From an optimization exercise on the open Yosys and OpenROAD flow, aimed at small area, a short achievable clock period and few clock cycles per item; shortcuts taken in it are not production practice.
At most, simulation tests tie the RTL to the original design; equivalence was not proved.
Power is estimated from default activity; no workload was simulated.

==> inputs of 03-27 <==
==> flow/design.v <==
module smolbit_capture (
    input  wire        clk,
    input  wire        rst,
    input  wire        start,
    output wire        ready,
    input  wire [17:0] start_pc,
    input  wire [17:0] frame_end,
    output reg         done,
    output reg         fault,
    output wire [17:0] body_end,
    output wire [17:0] next_pc,
    output wire        mem_req,
    output wire [12:0] mem_addr,
    input  wire        mem_rvalid,
    input  wire [31:0] mem_rdata
);
    localparam [1:0] M_INSN = 2'd0, M_DPMH = 2'd1, M_DPML = 2'd2, M_SKIP = 2'd3;
    localparam [14:0] D1 = 15'h0001;    
    reg        busy;
    reg [1:0]  mode;
    reg [18:0] pc;           
    reg [17:0] fend;
    reg [14:0] depth;        
    reg [14:0] dpmn;         
    reg [31:0] we, wo;       
    reg        ve, vo;
    reg        out;          
    reg        orel;         
    reg        ostale;       
    wire [13:0] pw  = pc[18:5];
    wire [4:0]  po  = pc[4:0];
    wire [13:0] pw1 = pw + 14'd1;
    wire [13:0] pw2 = {pw[13:1] + 13'd1, pw[0]};
    wire [5:0]  po3 = {1'b0, po} + 6'd3;
    wire [18:0] np3 = {po3[5] ? pw1 : pw, po3[4:0]};
    assign ready    = ~busy;
    assign body_end = pc[17:0];
    assign next_pc  = np3[17:0];
    wire [31:0] wcur = pw[0] ? wo : we;
    wire [31:0] wnxt = pw[0] ? we : wo;
    wire        vcur = pw[0] ? vo : ve;
    wire        vnxt = pw[0] ? ve : vo;
    wire [38:0] win = {wcur, wnxt[31:25]} << po;
    wire [7:0]  b   = win[38:31];
    reg [5:0]  len;
    reg        opener, closer;
    reg [1:0]  nmode;
    always @(*) begin
        len = 6'd3; opener = 1'b0; closer = 1'b0; nmode = M_INSN;
        case (mode)
        M_DPMH: begin len = 6'd8; nmode = M_DPML; end
        M_DPML: begin len = 6'd8; nmode = M_SKIP; end
        default:
            case (b[7:5])
            3'd0: ;
            3'd1: len = 6'd10;
            3'd2: len = 6'd6;
            3'd3: len = (b[4:2] == 3'd5) ? 6'd20 + {1'b0, b[1:0], 3'b000} : 6'd14;
            3'd4: len = (b[4:3] == 2'd3) ? 6'd13 : 6'd9;
            3'd5:
                case (b[4:2])
                3'd0, 3'd6: begin len = 6'd16; opener = 1'b1; end
                3'd1, 3'd2: begin len = 6'd10; opener = 1'b1; end
                3'd3, 3'd4: len = 6'd10;
                3'd5: begin len = b[1] ? 6'd15 : 6'd19; opener = 1'b1; end
                default: begin len = 6'd6; nmode = M_DPMH; end
                endcase
            3'd6: closer = 1'b1;
            default: len = b[4] ? 6'd9 : 6'd5;
            endcase
        endcase
    end
    wire        skip  = mode == M_SKIP;
    wire        past  = pc[18] || pc[17:0] > fend;
    wire        fits3 = !np3[18] && np3[17:0] <= fend;
    wire        dv    = busy && !skip && !past && vcur && (vnxt || po <= 5'd24);
    wire        fin   = closer && depth == D1 && fits3;
    wire [6:0]  osum  = {2'b00, po} + {1'b0, len};
    wire [13:0] pwn   = osum[6] ? pw2 : osum[5] ? pw1 : pw;
    wire [18:0] pskip = pc + {4'd0, dpmn, 3'b000};
    wire [8:0]  osk   = {4'd0, po} + {1'b0, dpmn[4:0], 3'b000};
    wire        mv    = dv || skip;
    wire        m0    = skip ? dpmn[14:5] == 10'd0 && osk[8:5] == 4'd0 : osum[6:5] == 2'd0;
    wire        m1    = skip ? dpmn[14:5] == 10'd0 && osk[8:5] == 4'd1 : osum[6:5] == 2'd1;
    wire        arr   = mem_rvalid && out && !ostale;
    wire        aslot = pw[0] ^ orel;         
    wire        pend0 = out && !ostale && !orel && !mem_rvalid;
    wire        pend1 = out && !ostale &&  orel && !mem_rvalid;
    wire        want0 = !vcur && !(arr && !orel) && !pend0;
    wire        want1 = !vnxt && !(arr &&  orel) && !pend1;
    wire        rslot = !want0;
    assign mem_req  = busy && (want0 || want1) && (!out || mem_rvalid);
    assign mem_addr = rslot ? pw1[12:0] : pw[12:0];
    always @(posedge clk) begin
        done <= 1'b0;
        if (arr && !aslot) we <= mem_rdata;
        if (arr &&  aslot) wo <= mem_rdata;
        if (rst) begin
            busy <= 1'b0;
            out  <= 1'b0;
            ve   <= 1'b0;
            vo   <= 1'b0;
        end else if (!busy) begin
            if (mem_rvalid) out <= 1'b0;
            if (start) begin
                busy   <= 1'b1;
                mode   <= M_INSN;
                pc     <= {1'b0, start_pc};
                fend   <= frame_end;
                depth  <= D1;
                ve     <= 1'b0;
                vo     <= 1'b0;
                ostale <= 1'b1;
            end
        end else begin
            if (mv && !m0) begin
                if (!m1 || !pw[0]) ve <= 1'b0; else if (arr && !aslot) ve <= 1'b1;
                if (!m1 ||  pw[0]) vo <= 1'b0; else if (arr &&  aslot) vo <= 1'b1;
            end else begin
                if (arr && !aslot) ve <= 1'b1;
                if (arr &&  aslot) vo <= 1'b1;
            end
            if (mem_req) begin
                out    <= 1'b1;
                orel   <= rslot && (!mv || m0);
                ostale <= mv && !m0 && !(m1 && rslot);
            end else if (mem_rvalid) begin
                out    <= 1'b0;
            end else if (mv && !m0) begin
                orel   <= 1'b0;
                ostale <= ostale || !(m1 && orel);
            end
            if (past) begin
                busy  <= 1'b0;
                done  <= 1'b1;
                fault <= 1'b1;
            end
            if (skip) begin
                pc   <= pskip;
                mode <= M_INSN;
            end
            if (dv) begin
                mode <= nmode;
                if (mode == M_DPMH) dpmn[14:8] <= b[6:0];
                if (mode == M_DPML) dpmn[7:0]  <= b;
                if (opener) depth <= {depth[13:0], depth[14] ^ depth[13]};
                if (closer) depth <= {depth[0] ^ depth[14], depth[14:1]};
                if (fin) begin
                    busy  <= 1'b0;
                    done  <= 1'b1;
                    fault <= 1'b0;
                end else begin
                    pc <= {pwn, osum[4:0]};
                    if (mode == M_DPMH && b[7]) pc[18] <= 1'b1;
                end
            end
        end
    end
endmodule
==> flow/run.sh <==
#!/bin/bash
# synth_recipe.tcl (not shown) runs the flow's synth.tcl, then flattens the netlist and writes it again
# the make line also repeats each setting of config.mk as NAME=value (left out here)
make -C /OpenROAD-flow-scripts/flow DESIGN_CONFIG=/design/flow/config.mk WORK_HOME=/design/flow/orfs CLKGATE_MAP_FILE= SYNTH_SCRIPT=/design/flow/synth_recipe.tcl finish
==> flow/config.mk <==
export PLATFORM = sky130hd
export DESIGN_NAME = smolbit_capture
export DESIGN_NICKNAME = smolbit_capture
export VERILOG_FILES = /design/flow/design.v
export SDC_FILE = /design/flow/constraint.sdc
export NUM_CORES = 4
export LEC_CHECK = 0
export CAP_MARGIN = 20
export CORE_MARGIN = 2
export CORE_UTILIZATION = 40
export SLEW_MARGIN = 20
==> flow/constraint.sdc <==
create_clock -name core_clock -period 7.0 [get_ports {clk}]
set_input_delay 1.4000 -clock core_clock [delete_from_list [all_inputs] [get_ports {clk}]]
set_output_delay 1.4000 -clock core_clock [all_outputs]
set_load 0.01 [all_outputs]
==> inputs of 12-15, as changes to 03-27 <==
--- a/flow/design.v
+++ b/flow/design.v
@@ -22,6 +22,7 @@
     reg [17:0] fend;
     reg [14:0] depth;        
     reg [14:0] dpmn;         
+    reg        xw;           
     reg [31:0] we, wo;       
     reg        ve, vo;
     reg        out;          
@@ -30,8 +31,7 @@
     wire [13:0] pw  = pc[18:5];
     wire [4:0]  po  = pc[4:0];
     wire [13:0] pw1 = pw + 14'd1;
-    wire [13:0] pw2 = {pw[13:1] + 13'd1, pw[0]};
-    wire [5:0]  po3 = {1'b0, po} + 6'd3;
+    wire [5:0]  po3 = {1'b0, po} + 7'd3;
     wire [18:0] np3 = {po3[5] ? pw1 : pw, po3[4:0]};
     assign ready    = ~busy;
     assign body_end = pc[17:0];
@@ -42,46 +42,48 @@
     wire        vnxt = pw[0] ? ve : vo;
     wire [38:0] win = {wcur, wnxt[31:25]} << po;
     wire [7:0]  b   = win[38:31];
-    reg [5:0]  len;
+    reg [6:0]  len;
     reg        opener, closer;
     reg [1:0]  nmode;
     always @(*) begin
-        len = 6'd3; opener = 1'b0; closer = 1'b0; nmode = M_INSN;
+        len = 7'd3; opener = 1'b0; closer = 1'b0; nmode = M_INSN;
         case (mode)
-        M_DPMH: begin len = 6'd8; nmode = M_DPML; end
-        M_DPML: begin len = 6'd8; nmode = M_SKIP; end
+        M_DPMH: begin len = 7'd8; nmode = M_DPML; end
+        M_DPML:
+            if (dpmn[14:8] == 7'd0 && b[7:3] == 5'd0) len = 7'd8 + {1'b0, b[2:0], 3'b000};
+            else begin len = 7'd8; nmode = M_SKIP; end
         default:
             case (b[7:5])
             3'd0: ;
-            3'd1: len = 6'd10;
-            3'd2: len = 6'd6;
-            3'd3: len = (b[4:2] == 3'd5) ? 6'd20 + {1'b0, b[1:0], 3'b000} : 6'd14;
-            3'd4: len = (b[4:3] == 2'd3) ? 6'd13 : 6'd9;
+            3'd1: len = 7'd10;
+            3'd2: len = 7'd6;
+            3'd3: len = (b[4:2] == 3'd5) ? 7'd20 + {2'b00, b[1:0], 3'b000} : 7'd14;
+            3'd4: len = (b[4:3] == 2'd3) ? 7'd13 : 7'd9;
             3'd5:
                 case (b[4:2])
-                3'd0, 3'd6: begin len = 6'd16; opener = 1'b1; end
-                3'd1, 3'd2: begin len = 6'd10; opener = 1'b1; end
-                3'd3, 3'd4: len = 6'd10;
-                3'd5: begin len = b[1] ? 6'd15 : 6'd19; opener = 1'b1; end
-                default: begin len = 6'd6; nmode = M_DPMH; end
+                3'd0, 3'd6: begin len = 7'd16; opener = 1'b1; end
+                3'd1, 3'd2: begin len = 7'd10; opener = 1'b1; end
+                3'd3, 3'd4: len = 7'd10;
+                3'd5: begin len = b[1] ? 7'd15 : 7'd19; opener = 1'b1; end
+                default: begin len = 7'd6; nmode = M_DPMH; end
                 endcase
             3'd6: closer = 1'b1;
-            default: len = b[4] ? 6'd9 : 6'd5;
+            default: len = b[4] ? 7'd9 : 7'd5;
             endcase
         endcase
     end
     wire        skip  = mode == M_SKIP;
     wire        past  = pc[18] || pc[17:0] > fend;
     wire        fits3 = !np3[18] && np3[17:0] <= fend;
-    wire        dv    = busy && !skip && !past && vcur && (vnxt || po <= 5'd24);
+    wire        dv    = busy && !skip && !xw && !past && vcur && (vnxt || po <= 5'd24);
     wire        fin   = closer && depth == D1 && fits3;
-    wire [6:0]  osum  = {2'b00, po} + {1'b0, len};
-    wire [13:0] pwn   = osum[6] ? pw2 : osum[5] ? pw1 : pw;
+    wire [6:0]  osum  = {2'b00, po} + len;
+    wire [13:0] pwn   = osum[6] || osum[5] ? pw1 : pw;
     wire [18:0] pskip = pc + {4'd0, dpmn, 3'b000};
     wire [8:0]  osk   = {4'd0, po} + {1'b0, dpmn[4:0], 3'b000};
-    wire        mv    = dv || skip;
-    wire        m0    = skip ? dpmn[14:5] == 10'd0 && osk[8:5] == 4'd0 : osum[6:5] == 2'd0;
-    wire        m1    = skip ? dpmn[14:5] == 10'd0 && osk[8:5] == 4'd1 : osum[6:5] == 2'd1;
+    wire        mv    = dv || skip || xw;
+    wire        m0    = skip ? dpmn[14:5] == 10'd0 && osk[8:5] == 4'd0 : !xw && osum[6:5] == 2'd0;
+    wire        m1    = skip ? dpmn[14:5] == 10'd0 && osk[8:5] == 4'd1 : xw || osum[6:5] != 2'd0;
     wire        arr   = mem_rvalid && out && !ostale;
     wire        aslot = pw[0] ^ orel;         
     wire        pend0 = out && !ostale && !orel && !mem_rvalid;
@@ -89,8 +91,8 @@
     wire        want0 = !vcur && !(arr && !orel) && !pend0;
     wire        want1 = !vnxt && !(arr &&  orel) && !pend1;
     wire        rslot = !want0;
-    assign mem_req  = busy && (want0 || want1) && (!out || mem_rvalid);
-    assign mem_addr = rslot ? pw1[12:0] : pw[12:0];
+    assign mem_req  = (busy ? want0 || want1 : start) && (!out || mem_rvalid);
+    assign mem_addr = !busy ? start_pc[17:5] : rslot ? pw1[12:0] : pw[12:0];
     always @(posedge clk) begin
         done <= 1'b0;
         if (arr && !aslot) we <= mem_rdata;
@@ -103,14 +105,17 @@
         end else if (!busy) begin
             if (mem_rvalid) out <= 1'b0;
             if (start) begin
+                if (mem_req) out <= 1'b1;
+                orel   <= 1'b0;
                 busy   <= 1'b1;
                 mode   <= M_INSN;
+                xw     <= 1'b0;
                 pc     <= {1'b0, start_pc};
                 fend   <= frame_end;
                 depth  <= D1;
                 ve     <= 1'b0;
                 vo     <= 1'b0;
-                ostale <= 1'b1;
+                ostale <= !mem_req;
             end
         end else begin
             if (mv && !m0) begin
@@ -139,6 +144,10 @@
                 pc   <= pskip;
                 mode <= M_INSN;
             end
+            if (xw) begin
+                pc[18:5] <= pw1;
+                xw       <= 1'b0;
+            end
             if (dv) begin
                 mode <= nmode;
                 if (mode == M_DPMH) dpmn[14:8] <= b[6:0];
@@ -151,6 +160,7 @@
                     fault <= 1'b0;
                 end else begin
                     pc <= {pwn, osum[4:0]};
+                    xw <= osum[6];
                     if (mode == M_DPMH && b[7]) pc[18] <= 1'b1;
                 end
             end
--- a/flow/config.mk
+++ b/flow/config.mk
@@ -8,4 +8,5 @@
 export CAP_MARGIN = 20
 export CORE_MARGIN = 2
 export CORE_UTILIZATION = 40
+export SETUP_SLACK_MARGIN = 2.5
 export SLEW_MARGIN = 20
==> inputs of 08-01, as changes to 03-27 <==
==> flow/design.v (replaced) <==
module smolbit_capture (
    input  wire        clk,
    input  wire        rst,
    input  wire        start,
    output wire        ready,
    input  wire [17:0] start_pc,
    input  wire [17:0] frame_end,
    output reg         done,
    output reg         fault,
    output wire [17:0] body_end,
    output wire [17:0] next_pc,
    output wire        mem_req,
    output wire [12:0] mem_addr,
    input  wire        mem_rvalid,
    input  wire [31:0] mem_rdata
);
    localparam [1:0] M_INSN = 2'd0, M_DPMH = 2'd1, M_DPML = 2'd2, M_SKIP = 2'd3;
    localparam [14:0] D1 = 15'h0001;    
    reg        busy;
    reg [1:0]  mode;
    reg [18:0] pc;           
    reg [17:0] fend;
    reg [14:0] depth;        
    reg [14:0] dpmn;         
    reg        xw;           
    reg [31:0] we, wo;       
    reg        ve, vo;
    reg        out;          
    reg        orel;         
    reg        ostale;       
    wire [13:0] pw  = pc[18:5];
    wire [4:0]  po  = pc[4:0];
    wire [13:0] pw1 = pw + 14'd1;
    wire [5:0]  po3 = {1'b0, po} + 6'd3;
    wire [18:0] np3 = {po3[5] ? pw1 : pw, po3[4:0]};
    assign ready    = ~busy;
    assign body_end = pc[17:0];
    assign next_pc  = np3[17:0];
    wire        vcur = pw[0] ? vo : ve;
    wire        vnxt = pw[0] ? ve : vo;
    wire [63:0] ring = {we, wo};
    reg  [14:0] rb;          
    reg  [7:0]  b;
    integer k, m;
    always @(*) begin
        rb = 15'd0;
        for (k = 0; k < 8; k = k + 1)
            for (m = 0; m < 15; m = m + 1)
                rb[14 - m] = rb[14 - m] | (pc[5:3] == k && ring[63 - ((8 * k + m) % 64)]);
        b = 8'd0;
        for (k = 0; k < 8; k = k + 1)
            for (m = 0; m < 8; m = m + 1)
                b[7 - m] = b[7 - m] | (pc[2:0] == k && rb[14 - (k + m)]);
    end
    reg  [32:0] ge;
    integer t;
    always @(*)
        for (t = 0; t < 33; t = t + 1) ge[t] = {1'b0, po} >= t;
    reg [6:0]  len;
    reg        c1, c2;
    reg        opener, closer;
    reg [1:0]  nmode;
    always @(*) begin
        len = 7'd3; c1 = ge[29]; c2 = 1'b0;
        opener = 1'b0; closer = 1'b0; nmode = M_INSN;
        case (mode)
        M_DPMH: begin len = 7'd8; c1 = ge[24]; nmode = M_DPML; end
        M_DPML:
            if (dpmn[14:8] == 7'd0 && b[7:3] == 5'd0) begin
                case (b[2:0])
                3'd0: begin len = 7'd8;  c1 = ge[24]; end
                3'd1: begin len = 7'd16; c1 = ge[16]; end
                3'd2: begin len = 7'd24; c1 = ge[8]; end
                3'd3: begin len = 7'd32; c1 = 1'b1; end
                3'd4: begin len = 7'd40; c1 = 1'b1; c2 = ge[24]; end
                3'd5: begin len = 7'd48; c1 = 1'b1; c2 = ge[16]; end
                3'd6: begin len = 7'd56; c1 = 1'b1; c2 = ge[8]; end
                default: begin len = 7'd64; c1 = 1'b1; c2 = 1'b1; end
                endcase
            end else begin
                len = 7'd8; c1 = ge[24]; nmode = M_SKIP;
            end
        default:
            case (b[7:5])
            3'd0: ;
            3'd1: begin len = 7'd10; c1 = ge[22]; end
            3'd2: begin len = 7'd6;  c1 = ge[26]; end
            3'd3:
                if (b[4:2] == 3'd5)
                    case (b[1:0])
                    2'd0: begin len = 7'd20; c1 = ge[12]; end
                    2'd1: begin len = 7'd28; c1 = ge[4]; end
                    2'd2: begin len = 7'd36; c1 = 1'b1; c2 = ge[28]; end
                    default: begin len = 7'd44; c1 = 1'b1; c2 = ge[20]; end
                    endcase
                else begin len = 7'd14; c1 = ge[18]; end
            3'd4:
                if (b[4:3] == 2'd3) begin len = 7'd13; c1 = ge[19]; end
                else begin len = 7'd9; c1 = ge[23]; end
            3'd5:
                case (b[4:2])
                3'd0, 3'd6: begin len = 7'd16; c1 = ge[16]; opener = 1'b1; end
                3'd1, 3'd2: begin len = 7'd10; c1 = ge[22]; opener = 1'b1; end
                3'd3, 3'd4: begin len = 7'd10; c1 = ge[22]; end
                3'd5:
                    if (b[1]) begin len = 7'd15; c1 = ge[17]; opener = 1'b1; end
                    else begin len = 7'd19; c1 = ge[13]; opener = 1'b1; end
                default: begin len = 7'd6; c1 = ge[26]; nmode = M_DPMH; end
                endcase
            3'd6: closer = 1'b1;
            default:
                if (b[4]) begin len = 7'd9; c1 = ge[23]; end
                else begin len = 7'd5; c1 = ge[27]; end
            endcase
        endcase
    end
    wire        skip  = mode == M_SKIP;
    wire        past  = pc[18] || pc[17:0] > fend;
    wire        fits3 = !np3[18] && np3[17:0] <= fend;
    wire        dv    = busy && !skip && !xw && vcur && (vnxt || po <= 5'd24);
    wire        fin   = closer && depth == D1;
    wire [4:0]  pon   = po + len[4:0];
    wire [18:0] pskip = pc + {4'd0, dpmn, 3'b000};
    wire        mv    = dv || skip || xw;
    wire        m0    = !skip && !xw && !c1;
    wire        m1    = !skip && (xw || c1);
    wire        arr   = mem_rvalid && out && !ostale;
    wire        aslot = pw[0] ^ orel;         
    wire        want0 = !vcur && !(out && !ostale && !orel);
    wire        want1 = !vnxt && !(out && !ostale &&  orel);
    wire        rslot = !want0;
    assign mem_req  = (busy ? want0 || want1 : start) && (!out || mem_rvalid);
    assign mem_addr = !busy ? start_pc[17:5] : rslot ? pw1[12:0] : pw[12:0];
    always @(posedge clk) begin
        done <= 1'b0;
        if (arr && !aslot) we <= mem_rdata;
        if (arr &&  aslot) wo <= mem_rdata;
        if (rst) begin
            busy <= 1'b0;
            out  <= 1'b0;
            ve   <= 1'b0;
            vo   <= 1'b0;
        end else if (!busy) begin
            if (mem_rvalid) out <= 1'b0;
            if (start) begin
                if (mem_req) out <= 1'b1;
                orel   <= 1'b0;
                ostale <= !mem_req;
                busy   <= 1'b1;
                mode   <= M_INSN;
                xw     <= 1'b0;
                pc     <= {1'b0, start_pc};
                fend   <= frame_end;
                depth  <= D1;
                ve     <= 1'b0;
                vo     <= 1'b0;
            end
        end else begin
            if (mv && !m0) begin
                if (!m1 || !pw[0]) ve <= 1'b0; else if (arr && !aslot) ve <= 1'b1;
                if (!m1 ||  pw[0]) vo <= 1'b0; else if (arr &&  aslot) vo <= 1'b1;
            end else begin
                if (arr && !aslot) ve <= 1'b1;
                if (arr &&  aslot) vo <= 1'b1;
            end
            if (mem_req) begin
                out    <= 1'b1;
                orel   <= rslot && (!mv || m0);
                ostale <= mv && !m0 && !(m1 && rslot);
            end else if (mem_rvalid) begin
                out    <= 1'b0;
            end else if (mv && !m0) begin
                orel   <= 1'b0;
                ostale <= ostale || !(m1 && orel);
            end
            if (skip) begin
                pc   <= pskip;
                mode <= M_INSN;
            end
            if (xw) begin
                pc[18:5] <= pw1;
                xw       <= 1'b0;
            end
            if (dv) begin
                mode <= nmode;
                if (mode == M_DPMH) dpmn[14:8] <= b[6:0];
                if (mode == M_DPML) dpmn[7:0]  <= b;
                if (opener) depth <= {depth[13:0], depth[14] ^ depth[13]};
                if (closer) depth <= {depth[0] ^ depth[14], depth[14:1]};
                if (fin) begin
                    busy  <= 1'b0;
                    done  <= 1'b1;
                    fault <= !fits3;
                end else begin
                    pc[4:0] <= pon;
                    if (c1) pc[18:5] <= pw1;
                    xw <= c2;
                    if (mode == M_DPMH && b[7]) pc[18] <= 1'b1;
                end
            end
            if (past) begin
                busy  <= 1'b0;
                done  <= 1'b1;
                fault <= 1'b1;
            end
        end
    end
endmodule
--- a/flow/config.mk
+++ b/flow/config.mk
@@ -8,4 +8,5 @@
 export CAP_MARGIN = 20
 export CORE_MARGIN = 2
 export CORE_UTILIZATION = 40
+export SETUP_SLACK_MARGIN = 2.5
 export SLEW_MARGIN = 20
==> results.txt <==
In 08-01 the routed wire length is higher than in 12-15, by about 4%. Sequential cell count: 12-15 is higher than 03-27 (1). Clock power, lowest first: 08-01, 03-27, 12-15. Die area: 12-15 > 08-01 > 03-27.
Testbench counts of 12-15, summed over its fixed seeds: cycles 49,102, captures 480.
For 03-27 and 08-01, only the layout was checked, not whether the RTL still works.

-- re-timing with driven ports --
The results above use ideal ports. As a check the final layouts listed here were re-extracted and re-timed, cells and wires unchanged. Step 1 (the two cells are an assumption about what drives the block):
set clk [get_ports {clk}]
set_driving_cell -lib_cell sky130_fd_sc_hd__clkbuf_16 $clk
set_driving_cell -lib_cell sky130_fd_sc_hd__buf_2 [delete_from_list [all_inputs] $clk]
Step 2 times the ports against the registers' clock, not the clock port: input delays grow and output delays shrink by t, the midpoint of the rising clock arrivals with the driver on. Three values: ideal, step 1, step 2; two values: the first two.
| run | shift t [ns] | setup WS [ns] | worst setup path at the end | clock arrival spread, ns | slew at the worst register clock pin (ns) |
|---|---|---|---|---|---|
| 03-27 | 0.467 | 0.984 / 0.984 / 0.984 | register to register | 0.011 / 0.012 | 0.07 / 0.07 |
| 12-15 | 0.479 | 1.979 / 1.979 / 1.979 | register to register | 0.031 / 0.032 | 0.08 / 0.08 |
| 08-01 | 0.478 | 2.358 / 2.358 / 2.358 | register to register | 0.010 / 0.011 | 0.07 / 0.07 |
After both steps every run listed still meets setup and hold.
